From an optimization exercise on the open Yosys and OpenROAD flow, aimed at small area; shortcuts taken in it are not production practice. The RTL was checked by simulation tests, not by an equivalence proof against the original design. Power and IR drop assume default switching activity.

## cedar
==> flow/design.v (excerpt) <==
module xfr1_boot (
    input  wire        clk,
    input  wire        rst,          
    input  wire        line_in,      
    output wire        line_out,     
    output wire        boot_user,    
    output wire        fl_req,
    output wire [1:0]  fl_cmd,       
    output wire [15:0] fl_addr,
    output wire [15:0] fl_wdata,
    input  wire        fl_ack,
    input  wire [7:0]  fl_rdata,
    output wire        adc_req,
    input  wire        adc_ack,
    input  wire [7:0]  adc_data
);
    localparam [2:0] ST_BOOT = 3'd0, ST_USER = 3'd1, ST_RX = 3'd2, ST_EXEC = 3'd3,
                     ST_TX = 3'd4;
    reg  [2:0]    state;
    reg  [3:0]    sub;         
    reg  [5:0]    slot;        
    reg           rx_sync;     
    reg  [7:0]    sr;          
    reg  [1:0]    byte_no;     
    reg  [2:0]    op;
    reg  [7:0]    a0, a1;
    reg  [7:0]    req_hash;
    reg           xdone;       
    reg  [1:0]    phase;       
    reg  [1023:0] ring;
    reg  [5:0]    ptr;
    reg  [7:0]    acc;
    wire s_boot = state == ST_BOOT;
    wire s_rx   = state == ST_RX;
    wire s_exec = state == ST_EXEC;
    wire s_tx   = state == ST_TX;
    wire [7:0] w_lo = ring[7:0];
    wire [7:0] w_hi = ring[15:8];
    wire [5:0] t_last  = (byte_no == 2'd0) ? 6'd49 : 6'd4;    
    wire sub9    = sub == 4'd9;
    wire rx_to   = !rx_sync && !line_in && slot == t_last && sub9;
    wire rx_stop = rx_sync && slot == 6'd9 && sub == 4'd5;
    wire rx_done = s_rx && (rx_to || rx_stop);
    wire rx_ok   = rx_stop && !line_in;
    wire rx_sync_now = s_rx && !rx_sync && line_in;
    wire       reserved = sr[7:3] != 5'd0 || sr[2:1] == 2'b11;
    wire [1:0] last_no  = (op == 3'd0) ? 2'd2 : (op[2:1] == 2'b01) ? 2'd1 : 2'd3;
    wire       is_last  = byte_no != 2'd0 && byte_no == last_no;
    wire       range_bad = (op[2:1] == 2'b00 && a0[7]) ||
                           (op == 3'd4 && (a0[7] || a1[6:0] != 7'd0)) ||
                           (op == 3'd5 && (a0[7] || a0[6:4] == 3'b111));
    wire       more     = rx_ok && !is_last && !(byte_no == 2'd0 && reserved);
    wire       exec     = rx_done && rx_ok && is_last && sr == req_hash && !range_bad;
    wire       wr_exec  = exec && op == 3'd1;
    wire adc_on = s_exec && op == 3'd2 && !xdone;
  ...
export LEC_CHECK = 0
export CAP_MARGIN = 20
export CORE_MARGIN = 2
export CORE_UTILIZATION = 70
export CTS_BUF_LIST = sky130_fd_sc_hd__clkbuf_8
export CTS_CLUSTER_DIAMETER = 50
export CTS_CLUSTER_SIZE = 16
export PLACE_DENSITY = 0.8
export SLEW_MARGIN = 20
create_clock -name core_clock -period 10.0 [get_ports {clk}]
standard.sh (not shown) runs the stock make flow with config.mk's settings and CLKGATE_MAP_FILE= SYNTH_SCRIPT=/design/flow/synth_recipe.tcl, a recipe that flattens the netlist after the stock synthesis.
==> flow/flow/run.sh <==
#!/bin/bash
# The standard layout, with clock tree synthesis told not to add dummy loads.
set -euo pipefail
bash standard.sh "CTS_ARGS=-sink_clustering_enable -repair_clock_nets -dont_use_dummy_load -sink_clustering_size 16 -sink_clustering_max_diameter 50 -buf_list sky130_fd_sc_hd__clkbuf_8" finish > flow_make.log 2>&1
cedar did not stop at any stage, and its layout met the timing, DRC and antenna checks.
diff inputs: cedar => lagoon
==> flow/run.sh (new file) <==
#!/bin/bash
# synth_recipe.tcl (not shown) runs the flow's synth.tcl, then flattens the netlist and writes it again
# the make line also repeats each setting of config.mk as NAME=value (left out here)
make -C /OpenROAD-flow-scripts/flow DESIGN_CONFIG=/design/flow/config.mk WORK_HOME=/design/flow/orfs CLKGATE_MAP_FILE= SYNTH_SCRIPT=/design/flow/synth_recipe.tcl finish
removed: flow/flow/run.sh
removed: flow/standard.sh
Notes after the runs:
Compare cedar and lagoon | aggregate global-route resource usage higher: lagoon. The portion of the layout cell area used by non-clock buffers was comparable across cedar and lagoon. lagoon gives less share of the final layout cell area in sequential cells than cedar did. When lagoon is set beside cedar, its total power after layout turns out to be 3.6% larger.
Input changes introduced in delta (baseline for comparison: lagoon):
Settings: CTS_CLUSTER_DIAMETER: 50 -> unset; CORE_UTILIZATION: 70 -> 80; CTS_BUF_LIST: sky130_fd_sc_hd__clkbuf_8 -> unset; CTS_CLUSTER_SIZE: 16 -> unset; PLACE_DENSITY: 0.8 -> 0.85.
==> flow/flow/run.sh (new file) <==
#!/bin/bash
# The standard layout (standard.sh), with clock tree synthesis told not to add
# dummy loads and the port buffers made with the smallest buffer cell.
set -euo pipefail
bash standard.sh "CTS_ARGS=-sink_clustering_enable -repair_clock_nets -dont_use_dummy_load -sink_clustering_size 34 -sink_clustering_max_diameter 50 -buf_list sky130_fd_sc_hd__clkbuf_16" "BUFFER_PORTS_ARGS=-buffer_cell sky130_fd_sc_hd__buf_1" finish > flow_make.log 2>&1
==> flow/standard.sh (new file) <==
#!/bin/bash
# synth_recipe.tcl (not shown) runs the flow's synth.tcl, then flattens the netlist and writes it again
# the make line also repeats each setting of config.mk as NAME=value (left out here)
make -C /OpenROAD-flow-scripts/flow DESIGN_CONFIG=/design/flow/config.mk WORK_HOME=/design/flow/orfs CLKGATE_MAP_FILE= SYNTH_SCRIPT=/design/flow/synth_recipe.tcl "${@:-finish}"
removed: flow/run.sh
==> comparison <==
delta: DPL-0033 in clock tree synthesis (4_1_cts) -> run aborted. Adder and majority cell fraction of the synthesized area of delta is on par with lagoon. Going from lagoon to delta, the height of the die was found to have gone down by 6.3%. Between lagoon and delta, worst setup slack before clock tree synthesis decreased. Re number of clock sinks: no difference whatsoever between lagoon and delta. When the final numbers for delta and lagoon were put side by side, the number of placement rows turned out to be smaller in delta. Between delta and lagoon, the number of top-level pins does not differ in any meaningful way. ~same buffers inserted during post-CTS setup optimization in delta and lagoon. Going from lagoon to delta, width of the die shrank by a few percent. Higher total placed cells including tap cells goes to lagoon over delta. Comparing number of buffers created by CTS for delta and lagoon, the smaller number came from delta. Sort delta and lagoon by maximum level of the CTS H-tree, descending, and lagoon comes first.
Edits applied to the flow inputs when going from delta to sierra:
Settings: SLEW_MARGIN: 20 -> 0; CORE_UTILIZATION: 80 -> 70; PLACE_DENSITY: 0.85 -> 0.8; CAP_MARGIN: 20 -> 0.
==> flow/flow/run.sh <==
#!/bin/bash
# The standard layout (standard.sh), with clock tree synthesis told not to add
# dummy loads and the port buffers made with the smallest buffer cell.
set -euo pipefail
bash standard.sh "CTS_ARGS=-sink_clustering_enable -repair_clock_nets -dont_use_dummy_load -sink_clustering_size 20 -sink_clustering_max_diameter 60 -buf_list sky130_fd_sc_hd__clkbuf_8" "BUFFER_PORTS_ARGS=-buffer_cell sky130_fd_sc_hd__buf_1" finish > flow_make.log 2>&1
Notes after the runs:
- In the flow results for delta and sierra, the half-perimeter wire length of the detailed placement result is smaller on sierra.
- sierra and delta ended up with roughly the same post-synthesis adder-cell area fraction.
- Measured against each other, delta and sierra differ in standard cell area after detailed placement, the lower figure coming from delta.
- Synthesized cell count came out exactly the same in delta and sierra.
- Simple-gate share of the synthesized area: delta vs sierra identical
- sierra ran to completion and came out clean on the timing, DRC and antenna checks.
- sierra vs. delta: count of distinct cell types in the synthesized netlist comparable; post-cts sizing count was more or less identical; last weighted congestion value of the routability-driven placer decreased 2.2%.
- Area after synthesis came out exactly the same in delta and sierra.
- Initial core utilization ended up 11 points lower on sierra than on delta.
- Looking at post-placement setup slack, sierra sits 0.14 ns higher than delta does.
Inputs modified between sierra and amber:
Settings: a change of PLACE_DENSITY from 0.8 to 0.6; a change of SLEW_MARGIN from 0 to 20; a change of CAP_MARGIN from 0 to 20; a change of CORE_UTILIZATION from 70 to 40.
==> flow/run.sh (new file) <==
#!/bin/bash
# synth_recipe.tcl (not shown) runs the flow's synth.tcl, then flattens the netlist and writes it again
# the make line also repeats each setting of config.mk as NAME=value (left out here)
make -C /OpenROAD-flow-scripts/flow DESIGN_CONFIG=/design/flow/config.mk WORK_HOME=/design/flow/orfs CLKGATE_MAP_FILE= SYNTH_SCRIPT=/design/flow/synth_recipe.tcl finish
removed: flow/flow/run.sh
removed: flow/standard.sh
Results
- In amber, global-route usage is lower than in sierra.
- The post-route minimum period of amber was inferior to that of sierra.
- Compared with sierra, amber shows a higher via count of the first global-routing pass.
- sierra → amber: die area grew by about 70%, sequential share of cell area saw a decrease, cell area power density rose about 15%, setup slack lost 0.38 ns, total routed wirelength now larger.
- Per the comparison of amber with sierra, worst setup skew after layout down 0.046 ns; final clock period utilization by the worst path picked up an extra 3.8 points; via density per instance has decreased.
--- input diff amber..garnet ---
Settings: putting CTS_BUF_LIST at sky130_fd_sc_hd__clkbuf_16 where nothing was set; putting CTS_CLUSTER_SIZE at 30 where nothing was set; swapping 40 for 70 in CORE_UTILIZATION; swapping 0.6 for 0.8 in PLACE_DENSITY; putting CTS_CLUSTER_DIAMETER at 60 where nothing was set.
Findings:
Final cycle utilization of the critical path: garnet < amber
Between amber and garnet, global-route wire length before repair is lower for garnet, amber comes in above that.
The area added between synthesis and finish of garnet is lower than that of amber.
Of amber and garnet, the run reporting the higher average routed wire per standard cell was garnet.
Measured slew at the worst slew-check pin, amber and garnet, lower one = garnet.

========
Another version of the RTL of xfr1_boot (not shown whole).
Size in the first run: roughly 1500 cells after synthesis, ~1100 flip-flops, about 59 I/O pins.
Settings: LEC_CHECK=0, CAP_MARGIN=0, CORE_MARGIN=2, CORE_UTILIZATION=70, CTS_BUF_LIST=sky130_fd_sc_hd__clkbuf_8, CTS_CLUSTER_DIAMETER=55, CTS_CLUSTER_SIZE=18, PLACE_DENSITY=0.8, SLEW_MARGIN=0; clock period 10.0 ns.
run.sh (not shown) runs the stock make flow with config.mk's settings and CLKGATE_MAP_FILE= SYNTH_SCRIPT=/design/flow/synth_recipe.tcl, a recipe that flattens the netlist after the stock synthesis.
Stock flow here: none of the scripts above is used.
Change:
==> flow/flow/run.sh (new file) <==
#!/bin/bash
# The standard layout (standard.sh), with clock tree synthesis told not to add
# dummy loads and the port buffers made with the smallest buffer cell.
set -euo pipefail
bash standard.sh "CTS_ARGS=-sink_clustering_enable -repair_clock_nets -dont_use_dummy_load -sink_clustering_size 20 -sink_clustering_max_diameter 60 -buf_list {sky130_fd_sc_hd__clkbuf_4 sky130_fd_sc_hd__clkbuf_8}" "BUFFER_PORTS_ARGS=-buffer_cell sky130_fd_sc_hd__buf_1" finish > flow_make.log 2>&1
==> flow/standard.sh (new file) <==
#!/bin/bash
# synth_recipe.tcl (not shown) runs the flow's synth.tcl, then flattens the netlist and writes it again
# the make line also repeats each setting of config.mk as NAME=value (left out here)
make -C /OpenROAD-flow-scripts/flow DESIGN_CONFIG=/design/flow/config.mk WORK_HOME=/design/flow/orfs CLKGATE_MAP_FILE= SYNTH_SCRIPT=/design/flow/synth_recipe.tcl "${@:-finish}"
CTS_BUF_LIST = default   (was sky130_fd_sc_hd__clkbuf_8)
CTS_CLUSTER_DIAMETER = default   (was 55)
CTS_CLUSTER_SIZE = default   (was 18)
removed: flow/run.sh
The changed run went through all stages and came out clean.
Clock skew rises by 0.018 ns.
Combinational power falls by about 7%.
Design area is lower by 1.7%.
Die area stays the same.
Non-clock buffer count decreases by 2.
Synthesized cell count does not change.
Worst hold slack gets worse by 0.022 ns.
Wire length barely changes.
Register-to-register slack gains 0.11 ns.
Worst setup slack gets better by 0.46 ns.
First-iteration DRC count climbs by about 4.6%.
Change:
==> flow/flow/run.sh (replaced) <==
#!/bin/bash
# The standard layout (standard.sh), with clock tree synthesis told not to add
# dummy loads and the port buffers made with the smallest buffer cell.
set -euo pipefail
bash standard.sh "CTS_ARGS=-sink_clustering_enable -repair_clock_nets -dont_use_dummy_load -sink_clustering_size 20 -sink_clustering_max_diameter 60 -buf_list sky130_fd_sc_hd__clkbuf_8" "BUFFER_PORTS_ARGS=-buffer_cell sky130_fd_sc_hd__buf_1" finish > flow_make.log 2>&1
GPL_ROUTABILITY_DRIVEN = 0   (was default)
GPL_TIMING_DRIVEN = 0   (was default)
Die area stays the same.
Area after synthesis does not change.
First-iteration DRC count grows by 15%.
Worst setup slack gets better by 0.27 ns.
Total power grows by 1.1%.
Change:
GPL_ROUTABILITY_DRIVEN = default   (was 0)
GPL_TIMING_DRIVEN = default   (was 0)
PLACE_DENSITY = 0.9   (was 0.8)
The new run finished clean.
Via count hardly moves.
Clock-buffer cell count increases by 5.
Area after synthesis does not change.
Final area is lower by 1.3%.

========
Setup of run A:
xfr1_boot, a different RTL version from the one above (not shown whole).
Size in the first run: about 1500 cells after synthesis, roughly 1100 flip-flops, roughly 0.035 mm^2 of cells after synthesis.
==> flow/config.mk <==
export PLATFORM = sky130hd
export DESIGN_NAME = xfr1_boot
export DESIGN_NICKNAME = xfr1_boot
export VERILOG_FILES = /design/flow/design.v
export SDC_FILE = /design/flow/constraint.sdc
export NUM_CORES = 4
export LEC_CHECK = 0
export CAP_MARGIN = 20
export CORE_MARGIN = 2
export CORE_UTILIZATION = 70
export PLACE_DENSITY = 0.8
export SLEW_MARGIN = 20
==> flow/constraint.sdc <==
create_clock -name core_clock -period 10.0 [get_ports {clk}]
set_input_delay 2.0000 -clock core_clock [delete_from_list [all_inputs] [get_ports {clk}]]
set_output_delay 2.0000 -clock core_clock [all_outputs]
set_load 0.01 [all_outputs]
standard.sh (not shown) runs the stock make flow with config.mk's settings and CLKGATE_MAP_FILE= SYNTH_SCRIPT=/design/flow/synth_recipe.tcl, a recipe that flattens the netlist after the stock synthesis.
==> flow/flow/run.sh <==
#!/bin/bash
# The standard layout (standard.sh), with clock tree synthesis told not to add
# dummy loads and the port buffers made with the smallest buffer cell.
set -euo pipefail
bash standard.sh "CTS_ARGS=-sink_clustering_enable -repair_clock_nets -dont_use_dummy_load -sink_clustering_size 32 -sink_clustering_max_diameter 50 -buf_list sky130_fd_sc_hd__clkbuf_16" "BUFFER_PORTS_ARGS=-buffer_cell sky130_fd_sc_hd__buf_1" finish > flow_make.log 2>&1
Run A did not stop at any stage, and its layout met the timing, DRC and antenna checks.
Modified inputs, run B compared to run A
Settings: a change of CAP_MARGIN from 20 to 0; a change of SLEW_MARGIN from 20 to 0.
==> flow/flow/run.sh <==
#!/bin/bash
# The standard layout (standard.sh), with clock tree synthesis told not to add
# dummy loads and the port buffers made with the smallest buffer cell.
set -euo pipefail
bash standard.sh "CTS_ARGS=-sink_clustering_enable -repair_clock_nets -dont_use_dummy_load -sink_clustering_size 20 -sink_clustering_max_diameter 60 -buf_list {sky130_fd_sc_hd__clkbuf_4 sky130_fd_sc_hd__clkbuf_8}" "BUFFER_PORTS_ARGS=-buffer_cell sky130_fd_sc_hd__buf_1" finish > flow_make.log 2>&1
- Re via count: run A and run B aren't equal, and the lower value belongs to run B.
- Run A → run B: logic depth of the worst path, buffers included lower, initial antenna violation count did not really move.
- Worst setup margin delta (run B − run A): unfavourable
- Area growth from synthesis to layout is lower on run B
- Number of buffers outside the clock class in the layout (run B over run A): decrease, 1.4%
- Combinational fraction of design power delta (run B -> run A): insignificant
- The wire length on met2 in run A is 1.18 times that in run B.
Inputs modified between run B and run C:
==> flow/flow/run.sh <==
#!/bin/bash
# The standard layout (standard.sh), with clock tree synthesis told not to add
# dummy loads and the port buffers made with the smallest buffer cell.
set -euo pipefail
bash standard.sh "CTS_ARGS=-sink_clustering_enable -repair_clock_nets -dont_use_dummy_load -sink_clustering_size 20 -sink_clustering_max_diameter 60 -buf_list sky130_fd_sc_hd__clkbuf_8" "BUFFER_PORTS_ARGS=-buffer_cell sky130_fd_sc_hd__buf_1" finish > flow_make.log 2>&1
Findings:
- Re fraction of registers with async set or reset after synthesis: no difference whatsoever between run B and run C.
- Total of clock buffers placed in the layout: run B vs run C identical
- Final cycle utilization of the critical path: run B vs run C identical
- Shortest clock period the worst path allows after layout: run C vs run B identical
- Diff run B..run C | maximum clock frequency | unchanged
- Antenna diode instance count essentially unchanged between run C and run B.
- Run C against run B: instance count on the critical path ~0 delta, clock network area share ~0 delta, layout cell share with drive strength beyond 1 neither gained nor lost much, setup slack shows no meaningful change.

separate check: timing with driven ports:
How much do the figures lean on ideal ports? The routed layouts below were timed once more, with nothing changed but the port constraints.
Step 1 sets driving cells, clkbuf_16 on the clock port and buf_2 on the other inputs (assumed; they add their load-dependent delay and slew).
Step 2 times the ports against the registers' clock, not the clock port: input delays grow and output delays shrink by t, the midpoint of the rising clock arrivals with the driver on.
Slacks: no drivers / after step 1 / after step 2; pairs: no drivers / after step 1.
run | shift t [ns] | slack for setup (ns) | clock arrival spread, ns | slew at the worst register clock pin (ns) | cell pins on the clock port's net
cedar | 0.697 | 5.137 / 5.165 / 4.468 | 0.078 / 0.078 | 0.10 / 0.10 | 1
lagoon | 0.734 | 5.151 / 5.180 / 4.446 | 0.041 / 0.040 | 0.10 / 0.10 | 1
sierra | 0.695 | 5.018 / 5.049 / 4.354 | 0.073 / 0.072 | 0.12 / 0.12 | 1
amber | 0.706 | 4.642 / 4.673 / 3.967 | 0.029 / 0.029 | 0.06 / 0.06 | 1
garnet | 0.677 | 4.833 / 4.866 / 4.189 | 0.026 / 0.025 | 0.11 / 0.11 | 1
the first run of note 2 | 0.705 | 4.722 / 4.740 / 4.035 | 0.041 / 0.040 | 0.11 / 0.11 | 1
the second run of note 2 | 0.687 | 5.179 / 5.210 / 4.523 | 0.056 / 0.056 | 0.11 / 0.11 | 1
the third run of note 2 | 0.718 | 5.444 / 5.444 / 4.858 | 0.041 / 0.041 | 0.11 / 0.11 | 1
the fourth run of note 2 | 0.664 | 5.111 / 5.111 / 4.556 | 0.095 / 0.095 | 0.12 / 0.12 | 1
run A | 0.663 | 4.870 / 4.869 / 4.206 | 0.064 / 0.064 | 0.11 / 0.11 | 1
run B | 0.680 | 4.771 / 4.768 / 4.088 | 0.058 / 0.059 | 0.11 / 0.11 | 1
run C | 0.680 | 4.771 / 4.768 / 4.088 | 0.058 / 0.059 | 0.11 / 0.11 | 1
After both steps setup and hold are still met in every run listed. The setup slack of lagoon, which loses most, moves by +0.029 ns with the drivers and by -0.705 ns with both steps.
